Source: an optimization exercise on an open RTL-to-GDS flow (aim: small area and a short achievable clock period). Production flows keep margins and buffers that such runs may drop. At most, simulation tests tie the RTL to the original design; equivalence was not proved. Power is estimated from default activity; no workload was simulated.

==> v16: inputs <==
Design r10k_sched, start of the top module:
module r10k_sched (
    input  logic        clk,
    input  logic        rst,           
    input  logic [7:0]  n_insts,       
    output logic [7:0]  prog_addr,     
    input  logic [31:0] prog_data0,    
    input  logic [31:0] prog_data1,    
    output logic [1:0]  status,        
    output logic [15:0] cycle,
    output logic [1:0]  fetch_v,
    output logic [15:0] fetch_idx,
    output logic [1:0]  decode_v,
    output logic [15:0] decode_idx,
    output logic [1:0]  dispatch_v,
    output logic [15:0] dispatch_idx,
    output logic [1:0]  issue_v,
    output logic [15:0] issue_idx,
    output logic [1:0]  execute_v,
    output logic [15:0] execute_idx,
    output logic [1:0]  complete_v,
    output logic [15:0] complete_idx,
    output logic [1:0]  retire_v,
    output logic [15:0] retire_idx
);
Settings: LEC_CHECK=0, CAP_MARGIN=20, CORE_MARGIN=2, CORE_UTILIZATION=40, CTS_CLUSTER_DIAMETER=100, CTS_CLUSTER_SIZE=30, SLEW_MARGIN=20; clock period 11.0 ns.
standard.sh (not shown) runs the stock make flow with config.mk's settings and CLKGATE_MAP_FILE= SYNTH_SCRIPT=/design/flow/synth_recipe.tcl, a recipe that flattens the netlist after the stock synthesis.
==> flow/flow/run.sh <==
#!/bin/bash
# The standard layout (the standard.sh, standard synthesis unchanged), with two changes to
# how the layout is optimised, not to what it is measured against:
#  - the port buffers are plain buffers (buf_2) instead of the default delay-style cell;
#  - the setup repair aims for more slack than the standard margin, and may change a cell's
#    footprint when it resizes.
# make's full output goes to flow.log here; ORFS's per-step logs stay under orfs/logs.
set -euo pipefail
bash standard.sh "BUFFER_PORTS_ARGS=-buffer_cell sky130_fd_sc_hd__buf_2" \
  SETUP_SLACK_MARGIN=6.5 MATCH_CELL_FOOTPRINT=0 finish > flow.log 2>&1
==> v15 (differences from v16) <==
--- a/flow/design.v
+++ b/flow/design.v
@@ -40,25 +40,34 @@
   logic [1:0]             cq_len;
   logic [1:0][3:0]        cq_d;
   logic [1:0][7:0]        cq_idx;
   logic [1:0]             cq_lat;               
   logic [1:0]             cq_wait;
   logic [15:0]            cycle_r;
   logic [1:0]             status_r;
   logic [6:0][1:0]        ev_v;                 
-  logic [1:0][7:0]        ev_cmp_idx;
+  logic [1:0][7:0]        ev_iss_idx, ev_cmp_idx;
   logic [3:0][3:0]        rs_slot;
   logic [1:0][3:0]        cq_slot;
   always_comb begin
     for (int q = 0; q < 4; q++) rs_slot[q] = rs_idx[q][3:0];
     for (int j = 0; j < 2; j++) cq_slot[j] = cq_idx[j][3:0];
   end
   logic [3:0][1:0][7:0]   ev_io_idx;            
   wire run = (status_r == ST_RUN);
+  function automatic logic [7:0] inc8(input logic [7:0] x);
+    for (int i = 0; i < 8; i++) inc8[i] = x[i] ^ (&(x | ~((8'd1 << i) - 8'd1)));
+  endfunction
+  function automatic logic [4:0] inc5(input logic [4:0] x);
+    for (int i = 0; i < 5; i++) inc5[i] = x[i] ^ (&(x | ~((5'd1 << i) - 5'd1)));
+  endfunction
+  function automatic logic [4:0] dec5(input logic [4:0] x);
+    for (int i = 0; i < 5; i++) dec5[i] = x[i] ^ ~(|(x & ((5'd1 << i) - 5'd1)));
+  endfunction
   wire [3:0] h0 = nr[3:0];
   wire [15:0] done_nx = {rob_done[0], rob_done[15:1]};
   wire [15:0] dv_nx   = {rob_dv[0], rob_dv[15:1]};
   wire       ret0 = (rob_cnt != 5'd0) & rob_done[h0];
   wire       ret1 = ret0 & (rob_cnt[4:1] != 4'd0) & done_nx[h0];
   wire       rel0 = ret0 & rob_dv[h0];
   wire       rel1 = ret1 & dv_nx[h0];
   wire c0 = cq_len[0] & ~cq_wait[0];
@@ -132,18 +141,18 @@
                 ldB  ? (free[2] & ~ldA) : (free[3] & ~stA);
   wire rob_full_r = (rob_cnt == 5'd16) & ~ret0;
   wire rob_room2  = (rob_cnt <= 5'd14) | ret0;           
   wire flA_ok = ~dvA | (flc != 5'd0);
   wire flB_ok = ~dvB | ((flc != 5'd0) & ~(dvA & flc == 5'd1));
   wire canA  = dq_len[0] & ~rob_full_r & flA_ok;
   wire dispA = canA & foundA;
   wire dispB = canA & foundA & dq_len[1] & rob_room2 & foundB & flB_ok;
-  wire [7:0] nd1 = nd + 8'd1;
-  wire [7:0] nd2 = nd + 8'd2;
+  wire [7:0] nd1 = inc8(nd);
+  wire [7:0] nd2 = {inc8({1'b0, nd[7:1]}) , nd[0]} ;
   wire [3:0] slotA = nd[3:0];
   wire [3:0] slotB = nd[3:0] + 4'd1;
   logic [15:0] mrdy;
   always_comb begin
     for (int r = 0; r < 16; r++)
       mrdy[r] = map_rdy[r] | (c0 && cq_lat[0] && cq_d[0] == 4'(r)) |
                              (c1 && cq_lat[1] && cq_d[1] == 4'(r));
   end
@@ -172,18 +181,18 @@
   logic [3:0] rs_lat_k;
   logic [1:0] cq_lat_k;
   always_comb begin
     for (int q = 0; q < 4; q++) rs_lat_k[q] = rs_lat[q] & ~overwritten(rs_d[q]);
     for (int j = 0; j < 2; j++) cq_lat_k[j] = cq_lat[j] & ~overwritten(cq_d[j]);
   end
   wire latA = dvA & ~(dispB & dvB & (dB == dA));
   wire       more0 = (fp != n_insts);
-  wire [7:0] fp1 = fp + 8'd1;
-  wire [7:0] fp2 = fp + 8'd2;
+  wire [7:0] fp1 = inc8(fp);
+  wire [7:0] fp2 = {inc8({1'b0, fp[7:1]}) , fp[0]} ;
   wire       more1 = more0 & (fp1 != n_insts);
   typedef struct packed {
     logic [1:0] m;         
     logic [1:0] nf;        
     logic [1:0] dq_n, fq_n;
   } fe_t;
   function automatic fe_t front(input logic [1:0] dq_after);
     fe_t r;
@@ -196,33 +205,48 @@
     r.fq_n = {fq_after[1] | (fq_after[0] & r.nf[0]) | r.nf[1], fq_after[0] | r.nf[0]};
     front = r;
   endfunction
   fe_t fe_0, fe_1, fe_2, fe;
   assign fe_0 = front(dq_len);
   assign fe_1 = front({1'b0, dq_len[1]});
   assign fe_2 = front(2'b00);
   assign fe   = dispB ? fe_2 : dispA ? fe_1 : fe_0;
-  wire [7:0] nr1 = nr + 8'd1;
-  wire [7:0] nr2 = nr + 8'd2;
+  wire [7:0] nr1 = inc8(nr);
+  wire [7:0] nr2 = {inc8({1'b0, nr[7:1]}) , nr[0]} ;
   wire done_n = ret1 ? (nr2 == n_insts) : ret0 ? (nr1 == n_insts) : (nr == n_insts);
   wire progress = ret0 | c0 | c1 | ex0 | (any0 & ~xq_len[1]) | (canA & foundA_pre) |
                   (fq_len[0] & ~dq_len[1]) | (more0 & ~fq_len[1]);
   wire abort_n = ~progress & ~cq_len[0];
-  wire [4:0] rc_r = rob_cnt - 5'({ret1, ret0 & ~ret1});
+  wire [4:0] rc_p1 = inc5(rob_cnt), rc_p2 = inc5(rc_p1);
+  wire [4:0] rc_m1 = dec5(rob_cnt), rc_m2 = dec5(rc_m1);
+  wire [4:0] fl_p1 = inc5(flc), fl_p2 = inc5(fl_p1);
+  wire [4:0] fl_m1 = dec5(flc), fl_m2 = dec5(fl_m1);
+  wire [1:0] rc_ret = {ret1, ret0 & ~ret1};
+  wire [1:0] rc_dis = {dispB, dispA & ~dispB};
+  logic [4:0] rc_next;
+  always_comb begin
+    case ({rc_dis, rc_ret})
+      4'b0000, 4'b0101, 4'b1010: rc_next = rob_cnt;
+      4'b0100, 4'b1001:          rc_next = rc_p1;
+      4'b1000:                   rc_next = rc_p2;
+      4'b0001, 4'b0110:          rc_next = rc_m1;
+      default:                   rc_next = rc_m2;
+    endcase
+  end
   wire [1:0] fl_take = {dispB & dvA & dvB, (dispA & dvA) ^ (dispB & dvB)};
   wire [1:0] fl_rel  = {rel0 & rel1, rel0 ^ rel1};
   logic [4:0] fl_next;
   always_comb begin
     case ({fl_rel, fl_take})
       4'b0000, 4'b0101, 4'b1010: fl_next = flc;
-      4'b0100, 4'b1001:          fl_next = flc + 5'd1;
-      4'b1000:                   fl_next = flc + 5'd2;
-      4'b0001, 4'b0110:          fl_next = flc - 5'd1;
-      default:                   fl_next = flc - 5'd2;
+      4'b0100, 4'b1001:          fl_next = fl_p1;
+      4'b1000:                   fl_next = fl_p2;
+      4'b0001, 4'b0110:          fl_next = fl_m1;
+      default:                   fl_next = fl_m2;
     endcase
   end
   always_ff @(posedge clk) begin
     if (rst) begin
       fp <= '0;
       cycle_r <= 16'd1;
       status_r <= ST_RUN;
       ev_v <= '0;
@@ -252,17 +276,17 @@
       rs_busy <= '0;
       xq_len <= '0;
       cq_len <= '0;
     end else begin
       nd   <= dispB ? nd2 : dispA ? nd1 : nd;
       nr   <= ret1 ? nr2 : ret0 ? nr1 : nr;
       fq_len <= fe.fq_n;
       dq_len <= fe.dq_n;
-      rob_cnt <= dispB ? rc_r + 5'd2 : dispA ? rc_r + 5'd1 : rc_r;
+      rob_cnt <= rc_next;
       flc  <= fl_next;
       for (int s = 0; s < 16; s++) begin
         if ((dispA && slotA == 4'(s)) || (dispB && slotB == 4'(s)))
           rob_done[s] <= 1'b0;
         else
           rob_done[s] <= rob_done[s] | (c0 && cq_slot[0] == 4'(s)) | (c1 && cq_slot[1] == 4'(s));
       end
       for (int r = 0; r < 16; r++) begin
@@ -330,29 +354,30 @@
       cq_idx[1] <= ex_idx0;      cq_wait[1] <= xq_k[0][1];
       cq_d[1] <= rs_d[xq_k[0]];  cq_lat[1] <= rs_lat_k[xq_k[0]];
     end else begin
       cq_idx[1] <= ex_idx1;      cq_wait[1] <= xq_k[1][1];
       cq_d[1] <= rs_d[xq_k[1]];  cq_lat[1] <= rs_lat_k[xq_k[1]];
     end
     ev_cmp_idx[0] <= c0 ? cq_idx[0] : cq_idx[1];
     ev_cmp_idx[1] <= cq_idx[1];
+    ev_iss_idx[0] <= rs_idx[sel0];
+    ev_iss_idx[1] <= rs_idx[sel1];
     ev_io_idx[0] <= {fp1, fp};
     ev_io_idx[1] <= dq_len[1] ? {nd + 8'd3, nd2} : dq_len[0] ? {nd2, nd1} : {nd1, nd};
     ev_io_idx[2] <= {nd1, nd};
     ev_io_idx[3] <= {nr1, nr};
   end
-  wire [1:0] iss_k0   = (xq_len[1] && ev_v[3] == 2'b01) ? xq_k[1] : xq_k[0];
   wire [7:0] exe_idx0 = (cq_len[1] && ev_v[4] == 2'b01) ? cq_idx[1] : cq_idx[0];
   assign prog_addr = fp;
   assign status    = status_r;
   assign cycle     = cycle_r;
   assign fetch_v    = ev_v[0];  assign fetch_idx    = ev_io_idx[0];
   assign decode_v   = ev_v[1];  assign decode_idx   = ev_io_idx[1];
   assign dispatch_v = ev_v[2];  assign dispatch_idx = ev_io_idx[2];
   assign issue_v    = ev_v[3];
-  assign issue_idx  = {rs_idx[xq_k[1]], rs_idx[iss_k0]};
+  assign issue_idx  = ev_iss_idx;
   assign execute_v  = ev_v[4];
   assign execute_idx  = {cq_idx[1], exe_idx0};
   assign complete_v = ev_v[5];
   assign complete_idx = ev_cmp_idx;
   assign retire_v   = ev_v[6];  assign retire_idx   = ev_io_idx[3];
 endmodule
==> flow/flow/run.sh (replaced) <==
#!/bin/bash
# The standard layout (the standard.sh, standard synthesis unchanged), with two changes to
# how the layout is optimised, not to what it is measured against:
#  - the port buffers are plain buffers (buf_2) instead of the default delay-style cell;
#  - the setup repair aims for more slack than the standard margin, and may change a cell's
#    footprint when it resizes.
# make's full output goes to flow.log here; ORFS's per-step logs stay under orfs/logs.
set -euo pipefail
bash standard.sh "BUFFER_PORTS_ARGS=-buffer_cell sky130_fd_sc_hd__buf_2" \
  SETUP_SLACK_MARGIN=7.3 MATCH_CELL_FOOTPRINT=0 finish > flow.log 2>&1
==> flow/config.mk (replaced) <==
export PLATFORM = sky130hd
export DESIGN_NAME = r10k_sched
export DESIGN_NICKNAME = r10k_sched
export VERILOG_FILES = /design/flow/design.v
export SDC_FILE = /design/flow/constraint.sdc
export NUM_CORES = 4
export LEC_CHECK = 0
export CAP_MARGIN = 20
export CORE_MARGIN = 2
export CORE_UTILIZATION = 40
export CTS_CLUSTER_DIAMETER = 100
export CTS_CLUSTER_SIZE = 20
export SLEW_MARGIN = 20
==> v4 (differences from v16) <==
==> flow/config.mk (replaced) <==
export PLATFORM = sky130hd
export DESIGN_NAME = r10k_sched
export DESIGN_NICKNAME = r10k_sched
export VERILOG_FILES = /design/flow/design.v
export SDC_FILE = /design/flow/constraint.sdc
export NUM_CORES = 4
export LEC_CHECK = 0
export CAP_MARGIN = 20
export CORE_MARGIN = 2
export CORE_UTILIZATION = 55
export CTS_CLUSTER_DIAMETER = 100
export CTS_CLUSTER_SIZE = 20
export SLEW_MARGIN = 20
==> notes <==
Die area: v16 is higher than v4 (37%). Via count: v15 > v16 > v4. Against v15, the synthesized cell count of v16 is lower by 4.2%. In v15 the sequential power is larger than in v4, by 11%. Of v15 and v4, v15 has the higher clock power (gap about 10%, measured against v4). Cell area: v15 > v16 > v4.
Only the layout flow was run in v15; the RTL was not checked for function there.

---

==> job 4135: inputs <==
Another version of the RTL of r10k_sched (not shown whole).
Settings: LEC_CHECK=0, CAP_MARGIN=20, CORE_MARGIN=2, CORE_UTILIZATION=40, SLEW_MARGIN=20; clock period 11.0 ns.
==> flow/flow/run.sh <==
#!/bin/bash
# The standard layout (the standard.sh, standard synthesis unchanged), with two changes to
# how the layout is optimised, not to what it is measured against:
#  - the port buffers are plain buffers (buf_2) instead of the default delay-style cell;
#  - the setup repair aims for more slack than the standard margin, and may change a cell's
#    footprint when it resizes.
# make's full output goes to flow.log here; ORFS's per-step logs stay under orfs/logs.
set -euo pipefail
bash standard.sh "BUFFER_PORTS_ARGS=-buffer_cell sky130_fd_sc_hd__buf_2" \
  SETUP_SLACK_MARGIN=7.5 MATCH_CELL_FOOTPRINT=0 finish > flow.log 2>&1
==> job 2514: changes against job 4135 <==
--- a/flow/design.v
+++ b/flow/design.v
@@ -29,49 +29,53 @@
   logic [4:0]             rob_cnt;
   logic [4:0]             flc;                  
   logic [1:0][DECW-1:0]   fq, dq;
   logic [15:0]            rob_done, rob_dv;
   logic [15:0]            map_rdy;
   logic [3:0]             rs_busy, rs_iss, rs_w1, rs_w2;
-  logic [3:0][3:0]        rs_t1, rs_t2, rs_slot, rs_d;
+  logic [3:0][3:0]        rs_t1, rs_t2, rs_d;
+  logic [3:0][7:0]        rs_idx;
   logic [3:0]             rs_lat;               
   logic [1:0]             xq_len;
   logic [1:0][1:0]        xq_k;                 
   logic [1:0]             cq_len;
-  logic [1:0][3:0]        cq_slot, cq_d;
+  logic [1:0][3:0]        cq_d;
+  logic [1:0][7:0]        cq_idx;
   logic [1:0]             cq_lat;               
   logic [1:0]             cq_wait;
   logic [15:0]            cycle_r;
   logic [1:0]             status_r;
   logic [6:0][1:0]        ev_v;                 
-  logic [1:0][7:0]        ev_iss_idx, ev_exe_idx, ev_cmp_idx;
+  logic [1:0][7:0]        ev_cmp_idx;
+  logic [3:0][3:0]        rs_slot;
+  logic [1:0][3:0]        cq_slot;
+  always_comb begin
+    for (int q = 0; q < 4; q++) rs_slot[q] = rs_idx[q][3:0];
+    for (int j = 0; j < 2; j++) cq_slot[j] = cq_idx[j][3:0];
+  end
   logic [3:0][1:0][7:0]   ev_io_idx;            
   wire run = (status_r == ST_RUN);
   wire [3:0] h0 = nr[3:0];
   wire [15:0] done_nx = {rob_done[0], rob_done[15:1]};
   wire [15:0] dv_nx   = {rob_dv[0], rob_dv[15:1]};
   wire       ret0 = (rob_cnt != 5'd0) & rob_done[h0];
   wire       ret1 = ret0 & (rob_cnt[4:1] != 4'd0) & done_nx[h0];
   wire       rel0 = ret0 & rob_dv[h0];
   wire       rel1 = ret1 & dv_nx[h0];
-  wire [3:0] nr_hi1 = nr[7:4] + 4'd1;
-  function automatic logic [7:0] idx_of(input logic [3:0] slot);
-    idx_of = {(slot < nr[3:0]) ? nr_hi1 : nr[7:4], slot};
-  endfunction
   wire c0 = cq_len[0] & ~cq_wait[0];
   wire c1 = cq_len[1] & ~cq_wait[1];
   wire k0 = cq_len[0] & cq_wait[0];
   wire k1 = cq_len[1] & cq_wait[1];
   wire [1:0] klen = {k0 & k1, k0 | k1};
   function automatic logic woken(input logic [3:0] tag);
     woken = (c0 && tag == cq_slot[0]) || (c1 && tag == cq_slot[1]);
   endfunction
   wire ex0 = xq_len[0] & ~klen[1];
   wire ex1 = xq_len[1] & ~klen[0];
-  wire [3:0] ex_slot0 = rs_slot[xq_k[0]];
-  wire [3:0] ex_slot1 = rs_slot[xq_k[1]];
+  wire [7:0] ex_idx0 = rs_idx[xq_k[0]];
+  wire [7:0] ex_idx1 = rs_idx[xq_k[1]];
   logic [3:0] freed;
   always_comb begin
     for (int q = 0; q < 4; q++)
       freed[q] = (ex0 && xq_k[0] == 2'(q)) || (ex1 && xq_k[1] == 2'(q));
   end
   wire [1:0] xq_rem = ex1 ? 2'b00 : ex0 ? {1'b0, xq_len[1]} : xq_len;
@@ -294,63 +298,61 @@
         rs_w2[q]  <= w2_n[q];
         rs_lat[q] <= rs_lat_k[q];
       end else if (selA[q]) begin
         rs_iss[q] <= 1'b0;
         rs_w1[q] <= wA1;  rs_t1[q] <= tA1;
         rs_w2[q] <= wA2;  rs_t2[q] <= tA2;
-        rs_slot[q] <= slotA;
+        rs_idx[q] <= nd;
         rs_d[q] <= dA;  rs_lat[q] <= latA;
       end else begin
         rs_iss[q] <= 1'b0;
         rs_w1[q] <= wB1;  rs_t1[q] <= tB1;
         rs_w2[q] <= wB2;  rs_t2[q] <= tB2;
-        rs_slot[q] <= slotB;
+        rs_idx[q] <= nd1;
         rs_d[q] <= dB;  rs_lat[q] <= dvB;
       end
     end
     xq_k[0] <= xq_rem[0] ? (ex0 ? xq_k[1] : xq_k[0]) : sel0;
     xq_k[1] <= xq_rem[1] ? xq_k[1] : (xq_rem[0] ? sel0 : sel1);
     if (k0) begin
-      cq_slot[0] <= cq_slot[0];  cq_wait[0] <= 1'b0;
+      cq_idx[0] <= cq_idx[0];    cq_wait[0] <= 1'b0;
       cq_d[0] <= cq_d[0];        cq_lat[0] <= cq_lat_k[0];
     end else if (k1) begin
-      cq_slot[0] <= cq_slot[1];  cq_wait[0] <= 1'b0;
+      cq_idx[0] <= cq_idx[1];    cq_wait[0] <= 1'b0;
       cq_d[0] <= cq_d[1];        cq_lat[0] <= cq_lat_k[1];
     end else begin
-      cq_slot[0] <= ex_slot0;    cq_wait[0] <= xq_k[0][1];
+      cq_idx[0] <= ex_idx0;      cq_wait[0] <= xq_k[0][1];
       cq_d[0] <= rs_d[xq_k[0]];  cq_lat[0] <= rs_lat_k[xq_k[0]];
     end
     if (k0 & k1) begin
-      cq_slot[1] <= cq_slot[1];  cq_wait[1] <= 1'b0;
+      cq_idx[1] <= cq_idx[1];    cq_wait[1] <= 1'b0;
       cq_d[1] <= cq_d[1];        cq_lat[1] <= cq_lat_k[1];
     end else if (k0 | k1) begin
-      cq_slot[1] <= ex_slot0;    cq_wait[1] <= xq_k[0][1];
+      cq_idx[1] <= ex_idx0;      cq_wait[1] <= xq_k[0][1];
       cq_d[1] <= rs_d[xq_k[0]];  cq_lat[1] <= rs_lat_k[xq_k[0]];
     end else begin
-      cq_slot[1] <= ex_slot1;    cq_wait[1] <= xq_k[1][1];
+      cq_idx[1] <= ex_idx1;      cq_wait[1] <= xq_k[1][1];
       cq_d[1] <= rs_d[xq_k[1]];  cq_lat[1] <= rs_lat_k[xq_k[1]];
     end
-    ev_iss_idx[0] <= idx_of(rs_slot[sel0]);
-    ev_iss_idx[1] <= idx_of(rs_slot[sel1]);
-    ev_exe_idx[0] <= idx_of(ex_slot0);
-    ev_exe_idx[1] <= idx_of(ex_slot1);
-    ev_cmp_idx[0] <= idx_of(c0 ? cq_slot[0] : cq_slot[1]);
-    ev_cmp_idx[1] <= idx_of(cq_slot[1]);
+    ev_cmp_idx[0] <= c0 ? cq_idx[0] : cq_idx[1];
+    ev_cmp_idx[1] <= cq_idx[1];
     ev_io_idx[0] <= {fp1, fp};
     ev_io_idx[1] <= dq_len[1] ? {nd + 8'd3, nd2} : dq_len[0] ? {nd2, nd1} : {nd1, nd};
     ev_io_idx[2] <= {nd1, nd};
     ev_io_idx[3] <= {nr1, nr};
   end
+  wire [1:0] iss_k0   = (xq_len[1] && ev_v[3] == 2'b01) ? xq_k[1] : xq_k[0];
+  wire [7:0] exe_idx0 = (cq_len[1] && ev_v[4] == 2'b01) ? cq_idx[1] : cq_idx[0];
   assign prog_addr = fp;
   assign status    = status_r;
   assign cycle     = cycle_r;
   assign fetch_v    = ev_v[0];  assign fetch_idx    = ev_io_idx[0];
   assign decode_v   = ev_v[1];  assign decode_idx   = ev_io_idx[1];
   assign dispatch_v = ev_v[2];  assign dispatch_idx = ev_io_idx[2];
   assign issue_v    = ev_v[3];
-  assign issue_idx  = ev_iss_idx;
+  assign issue_idx  = {rs_idx[xq_k[1]], rs_idx[iss_k0]};
   assign execute_v  = ev_v[4];
-  assign execute_idx  = ev_exe_idx;
+  assign execute_idx  = {cq_idx[1], exe_idx0};
   assign complete_v = ev_v[5];
   assign complete_idx = ev_cmp_idx;
   assign retire_v   = ev_v[6];  assign retire_idx   = ev_io_idx[3];
 endmodule
--- a/flow/flow/run.sh
+++ b/flow/flow/run.sh
@@ -4,7 +4,7 @@
 #  - the port buffers are plain buffers (buf_2) instead of the default delay-style cell;
 #  - the setup repair aims for more slack than the standard margin, and may change a cell's
 #    footprint when it resizes.
 # make's full output goes to flow.log here; ORFS's per-step logs stay under orfs/logs.
 set -euo pipefail
 bash standard.sh "BUFFER_PORTS_ARGS=-buffer_cell sky130_fd_sc_hd__buf_2" \
-  SETUP_SLACK_MARGIN=7.5 MATCH_CELL_FOOTPRINT=0 finish > flow.log 2>&1
+  SETUP_SLACK_MARGIN=7 MATCH_CELL_FOOTPRINT=0 finish > flow.log 2>&1
- CTS_CLUSTER_DIAMETER: default -> 100
- CTS_CLUSTER_SIZE: default -> 20
==> notes <==
Of job 4135 and job 2514, job 4135 has the higher global-route usage (gap 0.88 points).
Between job 2514 and job 4135, the lower sequential power is in job 2514 (gap about 3%, measured against job 4135).
Job 4135 finished with timing, DRC and antenna clean. Job 2514 ran to the end with no violations.
In job 4135 the die area is smaller than in job 2514, by about 2%.
Against job 4135, the clock power of job 2514 is lower by 38%.
Against job 4135, the final area of job 2514 is lower by about 4.3%.
In job 4135 the worst setup slack is lower than in job 2514, by 78 ps.
Of job 4135 and job 2514, job 4135 has the higher critical path depth (gap 13).
Of job 2514 and job 4135, job 4135 has the higher non-clock buffer count (gap 51).
Of job 2514 and job 4135, job 4135 has the higher clock skew (gap 10 ps).
Of job 2514 and job 4135, job 2514 has the higher sequential share of layout area (gap 1.7 points).
Between job 4135 and job 2514, the lower synthesized cell count is in job 2514 (gap 2.0%, measured against job 2514).
==> figures <==
quantity                                                                         job 2514                 job 4135
Outcome                                                          timing/DRC/antenna clean  timing/DRC/antenna clean
Worst Hold Path EP                                                          ev_io_idx[55]             ev_io_idx[6]
Pin count of the biggest net entering global routing                                   64                       74
Startpoint of the tightest hold check path                                          nr[7]                    fp[6]
Crit-path slowest cell                                           sky130_fd_sc_hd__mux2i_4  sky130_fd_sc_hd__mux4_2
Seq cells                                                                             402                      410
Beginning of the critical path                                                    ev_v[6]               cq_slot[3]
Htree depth                                                                             1                        2
Global routing usage summed across all routing layers                               25.0%                    25.9%
Nature of the critical path endpoint                                       primary output                 register
EDFF count, synth                                                                     192                      168
Global-route track usage on met1                                                    35.2%                    35.2%
Startpoint of the worst-slack reg-to-reg timing path                                nr[0]               cq_slot[3]
Sequential element share of the synthesized area                                    40.5%                    41.0%
Clock network fraction of total power                                               17.9%                    25.0%
Clock Buffer Count                                                                     39                       66
DP Cell Count                                                                       3,311                    3,356
Leakage power total                                                               10.9 nW                  11.9 nW
Fraction of power consumed by sequential logic                                      42.2%                    37.9%
Layout multi-input combinational cell count                                         1,819                    1,889
Initial antenna violation count                                                         1                        2
Relative contribution of combinational cells to total power                         40.0%                    37.0%
Synthesized-area fraction occupied by ao, oa, aoi and oai cells                     13.1%                    14.1%
For job 4135, only the layout was checked, not whether the RTL still works.

-- afterwards: timing with drivers on the ports --
How much do the figures lean on ideal ports? The routed layouts below were timed once more, with nothing changed but the port constraints. Step 1 assumes that a clkbuf_16 drives the clock port and a buf_2 every other input. Step 2 times the ports against the registers' clock, not the clock port: input delays grow and output delays shrink by t, the midpoint of the rising clock arrivals with the driver on. Three values: ideal, step 1, step 2; two values: the first two.
run | shift t [ns] | slack for setup (ns) | worst register clock-pin slew, ns | worst slew at a driven data input, ns
v16 | 0.651 | 6.515 / 6.454 / 6.185 | 0.11 / 0.11 | 0.05
v15 | 0.661 | 7.025 / 6.963 / 6.644 | 0.09 / 0.09 | 0.05
v4 | 0.641 | 6.420 / 6.357 / 6.117 | 0.10 / 0.10 | 0.05
job 4135 | 0.646 | 6.489 / 6.489 / 6.489 | 0.08 / 0.08 | 0.07
job 2514 | 0.653 | 6.567 / 6.503 / 6.413 | 0.10 / 0.10 | 0.05
After both steps setup and hold are still met in every run listed. For v15, which loses most, drivers alone change the setup slack by -0.062 ns; drivers and shift together by -0.381 ns.
